Source: an optimization exercise on an open RTL-to-GDS flow (aim: small area, a short achievable clock period and few clock cycles). Production flows keep margins and buffers that such runs may drop.

==> run G <==
==> flow/design.v (excerpt) <==
module qser (
    input  wire        clk,
    input  wire        rst,
    input  wire        req_valid,
    output wire        req_ready,
    input  wire [3:0]  req_op,
    input  wire [1:0]  req_gain,
    input  wire [1:0]  req_pol,
    input  wire [1:0]  req_addr,
    input  wire [1:0]  req_param,
    input  wire [31:0] req_a0,
    input  wire [31:0] req_a1,
    input  wire [31:0] req_a2,
    input  wire [31:0] req_a3,
    input  wire [31:0] req_a4,
    input  wire [15:0] req_r0,
    input  wire [15:0] req_r1,
    output wire        tx_valid,
    output wire [7:0]  tx_data,
    input  wire        tx_ready,
    output wire        rsp_valid,
    output wire [2:0]  rsp_kind,
    output wire [3:0]  rsp_reason
);
make LEC_CHECK=0 CAP_MARGIN=20 CORE_MARGIN=2 CORE_UTILIZATION=55 SETUP_SLACK_MARGIN=5 SLEW_MARGIN=20 finish   # period 10.0 ns
run.sh (not shown) runs the stock make flow with config.mk's settings and CLKGATE_MAP_FILE= SYNTH_SCRIPT=/design/flow/synth_recipe.tcl, a recipe that flattens the netlist after the stock synthesis.
==> run B (differences from run G) <==
--- a/flow/design.v
+++ b/flow/design.v
@@ -37,16 +37,17 @@
     localparam [31:0] REF_MAX   = 32'd3000000;
     localparam [2:0] RS_S0 = 3'd0, RS_S1 = 3'd1, RS_S2 = 3'd2, RS_S3 = 3'd3, RS_S4 = 3'd4,
                      RS_S5 = 3'd5, RS_S6 = 3'd6, RS_JOB = 3'd7;
     localparam [1:0] J_NORM  = 2'd0;
     localparam [1:0] J_PHASE = 2'd1;
     localparam [1:0] J_DAC   = 2'd2;
     reg        r_v;
     reg        rdy_q;
+    reg        rdy_n;                    
     reg [2:0]  r_st;
     reg [3:0]  r_op;
     reg [1:0]  r_gain, r_pol, r_addr, r_param;
     reg [31:0] r_a0, r_a1, r_a2, r_a3, r_a4;
     reg [15:0] r_r0, r_r1;
     reg [2:0]  r_job;
     reg [31:0] r_sp;                     
     reg        f_a, f_b, f_c, f_d, f_z;   
@@ -77,30 +78,30 @@
                    | ({34{ak[A_A2OF]}}             & {2'd0, r_a2})
                    | ({34{ak[A_FSA1]}}             & {2'd0, ramp_fs})
                    | ({34{ak[A_SPA3] | ak[A_SPA2]}} & {2'd0, r_sp})
                    | ({34{ak[A_5A0]}}              & a0_sx)
                    | ({34{ak[A_5SP]}}              & sp_sx)
                    | ({34{ak[A_27A1]}}             & {r_a1[28:0], 5'd0})
                    | ({34{ak[A_FSV]}}              & dac_fs)
                    | ({34{ak[A_N]}}                & dac_v);
-    wire [33:0] qa = ({34{ak[A_A1A0]}}             & {2'd0, r_a0})
-                   | ({34{ak[A_A4A3] | ak[A_SPA3] | ak[A_27A1]}} & {2'd0, r_a3})
+    wire [33:0] qa = ({34{ak[A_A1A0]}}             & ~{2'd0, r_a0})
+                   | ({34{ak[A_A4A3] | ak[A_SPA3] | ak[A_27A1]}} & ~{2'd0, r_a3})
                    | ({34{ak[A_A2OF] & r_a2[31]}}  & {2'd0, PHASE_OFS})
-                   | ({34{ak[A_FSA1]}}             & {2'd0, r_a1})
-                   | ({34{ak[A_SPA2]}}             & {2'd0, r_a2})
+                   | ({34{ak[A_FSA1]}}             & ~{2'd0, r_a1})
+                   | ({34{ak[A_SPA2]}}             & ~{2'd0, r_a2})
                    | ({34{ak[A_5A0]}}              & {a0_sx[31:0], 2'b00})
                    | ({34{ak[A_5SP]}}              & {sp_sx[31:0], 2'b00})
                    | ({34{ak[A_5A1]}}              & {r_a1, 2'b00})
-                   | ({34{ak[A_FSV]}}              & dac_v)
+                   | ({34{ak[A_FSV]}}              & ~dac_v)
                    | ({34{ak[A_N] & dac_bip}}      & dac_fs);
     wire        ia = ak[A_A1A0] | ak[A_A4A3] | ak[A_FSA1] | ak[A_SPA3] | ak[A_SPA2] |
                      ak[A_27A1] | ak[A_FSV];
     wire [33:0] ya;
-    qadd #(34) u_alu_a (.a(pa), .b(qa ^ {34{ia}}), .cin(ia), .s(ya), .cout());
+    qadd #(34) u_alu_a (.a(pa), .b(qa), .cin(ia), .s(ya), .cout());
     reg [2:0] dk;
     reg [3:0] dr;
     reg       d_now;      
     always @(*) begin
         dk = 3'd0; dr = 4'd0; d_now = 1'b0;
         case (r_op)
             OP_DAC_INIT: begin
                 d_now = 1'b1;
@@ -200,34 +201,42 @@
     reg [3:0]  dv_cnt;
     reg [1:0]  dv_kind;
     reg        dv_sat;
     reg [2:0]  dv_mask;
     reg [31:0] rem;
     reg [15:0] nlo;
     reg [31:0] m1;          
     reg [33:0] m3;          
+    reg [34:0] m5, m7;      
     reg [39:0] bcd;
-    wire [34:0] x   = {rem, nlo[15:13]};
-    wire [34:0] md2 = {2'd0, m1, 1'b0};
-    wire [34:0] md4 = {1'd0, m1, 2'b0};
-    wire [34:0] md6 = {m3, 1'b0};
-    wire [34:0] y2, y4, y6;
-    wire        c2, c4, c6;
-    qadd #(35) u_s2 (.a(x), .b(~md2), .cin(1'b1), .s(y2), .cout(c2));
-    qadd #(35) u_s4 (.a(x), .b(~md4), .cin(1'b1), .s(y4), .cout(c4));
-    qadd #(35) u_s6 (.a(x), .b(~md6), .cin(1'b1), .s(y6), .cout(c6));
-    wire [1:0]  qh = {c4, c6 | (c2 & ~c4)};
-    wire [32:0] x1 = ({33{~c2}}      & x[32:0])  | ({33{c2 & ~c4}} & y2[32:0]) |
-                     ({33{c4 & ~c6}} & y4[32:0]) | ({33{c6}}       & y6[32:0]);    
-    wire [32:0] y1;
-    wire        c1;
-    qadd #(33) u_s1 (.a(x1), .b(~{1'b0, m1}), .cin(1'b1), .s(y1), .cout(c1));
-    wire [2:0]  qd     = {qh, c1};
-    wire [31:0] rem_nx = c1 ? y1[31:0] : x1[31:0];
+    wire [34:0] x = {rem, nlo[15:13]};
+    wire [34:0] mult [1:7];
+    assign mult[1] = {3'd0, m1};
+    assign mult[2] = {2'd0, m1, 1'b0};
+    assign mult[3] = {1'd0, m3};
+    assign mult[4] = {1'd0, m1, 2'b0};
+    assign mult[5] = m5;
+    assign mult[6] = {m3, 1'b0};
+    assign mult[7] = m7;
+    wire [34:0] df [1:7];
+    wire [7:1]  ge;
+    genvar gk;
+    generate
+        for (gk = 1; gk < 8; gk = gk + 1) begin : sub
+            qadd #(35) u_sub (.a(x), .b(~mult[gk]), .cin(1'b1), .s(df[gk]), .cout(ge[gk]));
+        end
+    endgenerate
+    wire [7:0]  sel = {ge[7], ge[6:1] & ~ge[7:2], ~ge[1]};
+    wire [2:0]  qd  = {ge[4], ge[6] | (ge[2] & ~ge[4]),
+                       ge[7] | (ge[5] & ~ge[6]) | (ge[3] & ~ge[4]) | (ge[1] & ~ge[2])};
+    wire [31:0] rem_nx = ({32{sel[0]}} & x[31:0])      | ({32{sel[1]}} & df[1][31:0]) |
+                         ({32{sel[2]}} & df[2][31:0])  | ({32{sel[3]}} & df[3][31:0]) |
+                         ({32{sel[4]}} & df[4][31:0])  | ({32{sel[5]}} & df[5][31:0]) |
+                         ({32{sel[6]}} & df[6][31:0])  | ({32{sel[7]}} & df[7][31:0]);
     wire [2:0] qbits = (dv_sat ? 3'b111 : qd) & dv_mask;
     function [39:0] dd_adj(input [39:0] b);
         integer t;
         reg [3:0] d;
         begin
             for (t = 0; t < 10; t = t + 1) begin
                 d = b[4*t +: 4];
                 dd_adj[4*t+3] = d[3] | (d[2] & (d[1] | d[0]));
@@ -261,17 +270,20 @@
     reg [3:0] bcd_top;
     integer q;
     always @(*) begin
         bcd_top = 4'd0;
         for (q = 1; q < 10; q = q + 1)
             if (bcd[4*q +: 4] != 4'd0) bcd_top = q;
     end
     wire [33:0] jd3;
+    wire [34:0] jd5, jd7;
     qadd #(34) u_m3 (.a({2'd0, jd}), .b({1'd0, jd, 1'b0}), .cin(1'b0), .s(jd3), .cout());
+    qadd #(35) u_m5 (.a({3'd0, jd}), .b({1'd0, jd, 2'b0}), .cin(1'b0), .s(jd5), .cout());
+    qadd #(35) u_m7 (.a({jd, 3'b0}), .b(~{3'd0, jd}), .cin(1'b1), .s(jd7), .cout());
     wire fe_push = dv_done && fe_space;
     wire dv_step = dv_busy && !(dv_first && dv_done && !fe_space);
     wire dv_last = dv_step && (dv_cnt == 4'd1);
     wire dv_free = !dv_busy || dv_last;
     wire dv_take = dv_free && r_v && (r_st == RS_JOB);
     reg        ob_v, sk_v;
     reg [7:0]  ob_d, sk_d;
     reg [4:0]  g_pos;
@@ -421,31 +433,17 @@
             OP_DDS_RAMP:  fq_new_op = F_RAMP;
             OP_DDS_LOAD:  fq_new_op = F_LOAD;
             OP_DDS_RESET: fq_new_op = F_RESET;
             default:      fq_new_op = F_ROFF;
         endcase
     end
     wire [1:0] fq_new_f1 = (r_op == OP_DAC_INIT) ? r_pol : (r_op == OP_DAC_WRITE) ? r_addr : r_param;
     always @(posedge clk) begin
-        if (rst) begin
-            r_v     <= 1'b0;
-            rdy_q   <= 1'b1;
-            rsp_v_q <= 1'b0;
-            fq_rd   <= 2'd0;
-            fq_wr   <= 2'd0;
-            fq_cnt  <= 3'd0;
-            dv_busy <= 1'b0;
-            dv_done <= 1'b0;
-            fe_cnt  <= 2'd0;
-            ob_v    <= 1'b0;
-            sk_v    <= 1'b0;
-            g_pos   <= 5'd0;
-            g_in    <= 1'b0;
-        end else begin
+        begin
             rsp_v_q <= decide;
             if (decide) begin
                 rsp_k_q <= dk;
                 rsp_r_q <= dr;
             end
             r_st   <= st_nx;
             ak     <= ak_nx;
             jn_sel <= jn_sel_nx;
@@ -467,20 +465,22 @@
                 r_a3    <= req_a3;
                 r_a4    <= req_a4;
                 r_r0    <= req_r0;
                 r_r1    <= req_r1;
             end
             if (accept) begin
                 r_v     <= 1'b1;
                 rdy_q   <= 1'b0;
+                rdy_n   <= 1'b1;
             end else if (!rdy_q) begin
                 if (r_free) begin
                     r_v   <= 1'b0;
                     rdy_q <= 1'b1;
+                    rdy_n <= 1'b0;
                 end
                 if (dv_take)
                     r_job <= r_job + 3'd1;
                 if (r_v) begin
                     case (r_op)
                         OP_DDS_TONE:
                             if (r_st == RS_S0) f_a <= ya[33];
                             else if (r_st == RS_S1) f_b <= ya[33];
@@ -545,16 +545,18 @@
                 dv_cnt   <= j_steps;
                 dv_kind  <= jkind;
                 dv_sat   <= (jkind != J_PHASE) && (jn == jd);
                 dv_mask  <= j_mask;
                 rem      <= j_rem;
                 nlo      <= j_nlo;
                 m1       <= jd;
                 m3       <= jd3;
+                m5       <= jd5;
+                m7       <= jd7;
             end
             if (fe_pop) begin
                 fe0 <= fe1;
                 ft0 <= ft1;
             end
             if (fe_push) begin
                 if (fe_cnt == 2'd0 || (fe_cnt == 2'd1 && fe_pop)) begin
                     fe0 <= bcd;
@@ -594,18 +596,34 @@
                     ob_v <= 1'b1;
                     ob_d <= g_byte;
                 end
             end else if (g_push) begin
                 sk_v <= 1'b1;
                 sk_d <= g_byte;
             end
         end
+        if (rst) begin
+            r_v     <= 1'b0;
+            rdy_q   <= 1'b1;
+            rdy_n   <= 1'b0;
+            rsp_v_q <= 1'b0;
+            fq_rd   <= 2'd0;
+            fq_wr   <= 2'd0;
+            fq_cnt  <= 3'd0;
+            dv_busy <= 1'b0;
+            dv_done <= 1'b0;
+            fe_cnt  <= 2'd0;
+            ob_v    <= 1'b0;
+            sk_v    <= 1'b0;
+            g_pos   <= 5'd0;
+            g_in    <= 1'b0;
+        end
     end
-    assign req_ready  = rdy_q;
+    assign req_ready  = !rdy_n;
     assign tx_valid   = ob_v;
     assign tx_data    = ob_d;
     assign rsp_valid  = rsp_v_q;
     assign rsp_kind   = rsp_k_q;
     assign rsp_reason = rsp_r_q;
 endmodule
 module qadd #(parameter integer W = 32) (
     input  wire [W-1:0] a,
Settings changed: CORE_UTILIZATION 55 to 45.
==> run R (differences from run G) <==
--- a/flow/design.v
+++ b/flow/design.v
@@ -200,34 +200,42 @@
     reg [3:0]  dv_cnt;
     reg [1:0]  dv_kind;
     reg        dv_sat;
     reg [2:0]  dv_mask;
     reg [31:0] rem;
     reg [15:0] nlo;
     reg [31:0] m1;          
     reg [33:0] m3;          
+    reg [34:0] m5, m7;      
     reg [39:0] bcd;
-    wire [34:0] x   = {rem, nlo[15:13]};
-    wire [34:0] md2 = {2'd0, m1, 1'b0};
-    wire [34:0] md4 = {1'd0, m1, 2'b0};
-    wire [34:0] md6 = {m3, 1'b0};
-    wire [34:0] y2, y4, y6;
-    wire        c2, c4, c6;
-    qadd #(35) u_s2 (.a(x), .b(~md2), .cin(1'b1), .s(y2), .cout(c2));
-    qadd #(35) u_s4 (.a(x), .b(~md4), .cin(1'b1), .s(y4), .cout(c4));
-    qadd #(35) u_s6 (.a(x), .b(~md6), .cin(1'b1), .s(y6), .cout(c6));
-    wire [1:0]  qh = {c4, c6 | (c2 & ~c4)};
-    wire [32:0] x1 = ({33{~c2}}      & x[32:0])  | ({33{c2 & ~c4}} & y2[32:0]) |
-                     ({33{c4 & ~c6}} & y4[32:0]) | ({33{c6}}       & y6[32:0]);    
-    wire [32:0] y1;
-    wire        c1;
-    qadd #(33) u_s1 (.a(x1), .b(~{1'b0, m1}), .cin(1'b1), .s(y1), .cout(c1));
-    wire [2:0]  qd     = {qh, c1};
-    wire [31:0] rem_nx = c1 ? y1[31:0] : x1[31:0];
+    wire [34:0] x = {rem, nlo[15:13]};
+    wire [34:0] mult [1:7];
+    assign mult[1] = {3'd0, m1};
+    assign mult[2] = {2'd0, m1, 1'b0};
+    assign mult[3] = {1'd0, m3};
+    assign mult[4] = {1'd0, m1, 2'b0};
+    assign mult[5] = m5;
+    assign mult[6] = {m3, 1'b0};
+    assign mult[7] = m7;
+    wire [34:0] df [1:7];
+    wire [7:1]  ge;
+    genvar gk;
+    generate
+        for (gk = 1; gk < 8; gk = gk + 1) begin : sub
+            qadd #(35) u_sub (.a(x), .b(~mult[gk]), .cin(1'b1), .s(df[gk]), .cout(ge[gk]));
+        end
+    endgenerate
+    wire [7:0]  sel = {ge[7], ge[6:1] & ~ge[7:2], ~ge[1]};
+    wire [2:0]  qd  = {ge[4], ge[6] | (ge[2] & ~ge[4]),
+                       ge[7] | (ge[5] & ~ge[6]) | (ge[3] & ~ge[4]) | (ge[1] & ~ge[2])};
+    wire [31:0] rem_nx = ({32{sel[0]}} & x[31:0])      | ({32{sel[1]}} & df[1][31:0]) |
+                         ({32{sel[2]}} & df[2][31:0])  | ({32{sel[3]}} & df[3][31:0]) |
+                         ({32{sel[4]}} & df[4][31:0])  | ({32{sel[5]}} & df[5][31:0]) |
+                         ({32{sel[6]}} & df[6][31:0])  | ({32{sel[7]}} & df[7][31:0]);
     wire [2:0] qbits = (dv_sat ? 3'b111 : qd) & dv_mask;
     function [39:0] dd_adj(input [39:0] b);
         integer t;
         reg [3:0] d;
         begin
             for (t = 0; t < 10; t = t + 1) begin
                 d = b[4*t +: 4];
                 dd_adj[4*t+3] = d[3] | (d[2] & (d[1] | d[0]));
@@ -261,17 +269,20 @@
     reg [3:0] bcd_top;
     integer q;
     always @(*) begin
         bcd_top = 4'd0;
         for (q = 1; q < 10; q = q + 1)
             if (bcd[4*q +: 4] != 4'd0) bcd_top = q;
     end
     wire [33:0] jd3;
+    wire [34:0] jd5, jd7;
     qadd #(34) u_m3 (.a({2'd0, jd}), .b({1'd0, jd, 1'b0}), .cin(1'b0), .s(jd3), .cout());
+    qadd #(35) u_m5 (.a({3'd0, jd}), .b({1'd0, jd, 2'b0}), .cin(1'b0), .s(jd5), .cout());
+    qadd #(35) u_m7 (.a({jd, 3'b0}), .b(~{3'd0, jd}), .cin(1'b1), .s(jd7), .cout());
     wire fe_push = dv_done && fe_space;
     wire dv_step = dv_busy && !(dv_first && dv_done && !fe_space);
     wire dv_last = dv_step && (dv_cnt == 4'd1);
     wire dv_free = !dv_busy || dv_last;
     wire dv_take = dv_free && r_v && (r_st == RS_JOB);
     reg        ob_v, sk_v;
     reg [7:0]  ob_d, sk_d;
     reg [4:0]  g_pos;
@@ -545,16 +556,18 @@
                 dv_cnt   <= j_steps;
                 dv_kind  <= jkind;
                 dv_sat   <= (jkind != J_PHASE) && (jn == jd);
                 dv_mask  <= j_mask;
                 rem      <= j_rem;
                 nlo      <= j_nlo;
                 m1       <= jd;
                 m3       <= jd3;
+                m5       <= jd5;
+                m7       <= jd7;
             end
             if (fe_pop) begin
                 fe0 <= fe1;
                 ft0 <= ft1;
             end
             if (fe_push) begin
                 if (fe_cnt == 2'd0 || (fe_cnt == 2'd1 && fe_pop)) begin
                     fe0 <= bcd;
Settings changed: CORE_UTILIZATION 55 to 45.
==> notes.md <==
Run R went through all stages and came out clean. Run G finished clean. Run B finished clean. First-iteration DRC count: run B < run R < run G. Clock skew: run R is higher than run G (0.00099 ns). Synthesized cell count, highest first: run R, run B, run G. Clock-buffer cell count, highest first: run B, run R, run G. Sequential share of layout area: run B < run R < run G. Maximum frequency: run B > run R > run G. Global-route usage, highest first: run G, run B, run R. Against run R, the worst hold slack of run B is lower by 0.014 ns. Setup slack, lowest first: run G, run R, run B.
No functional check of the RTL was part of any run of this note.

==> static timing again, ports no longer ideal <==
The flow's constraints put no driver on any port. The routed layouts listed below were extracted and timed again, unchanged, in two steps.
Step 1: set_driving_cell puts a clkbuf_16 on clk and a buf_2 on each other input, an assumption about the parent block.
Step 2 also shifts input and output timing later by t, the mid clock arrival at the registers, as if the neighbouring blocks saw the same clock.
a / b / c = ideal ports / drivers / drivers and shift; a / b = the first two.
run	t (ns)	slack for setup (ns)	hold slack, ns	worst setup path after step 2	worst slew at a driven data input, ns
run G	0.692	3.788 / 3.788 / 3.788	0.476 / 0.476 / 0.476	register to register	0.09
run B	0.748	5.022 / 5.022 / 5.022	0.468 / 0.468 / 0.468	register to register	0.14
run R	0.760	4.918 / 4.918 / 4.918	0.482 / 0.482 / 0.482	register to register	0.07
After both steps every run listed still meets setup and hold.
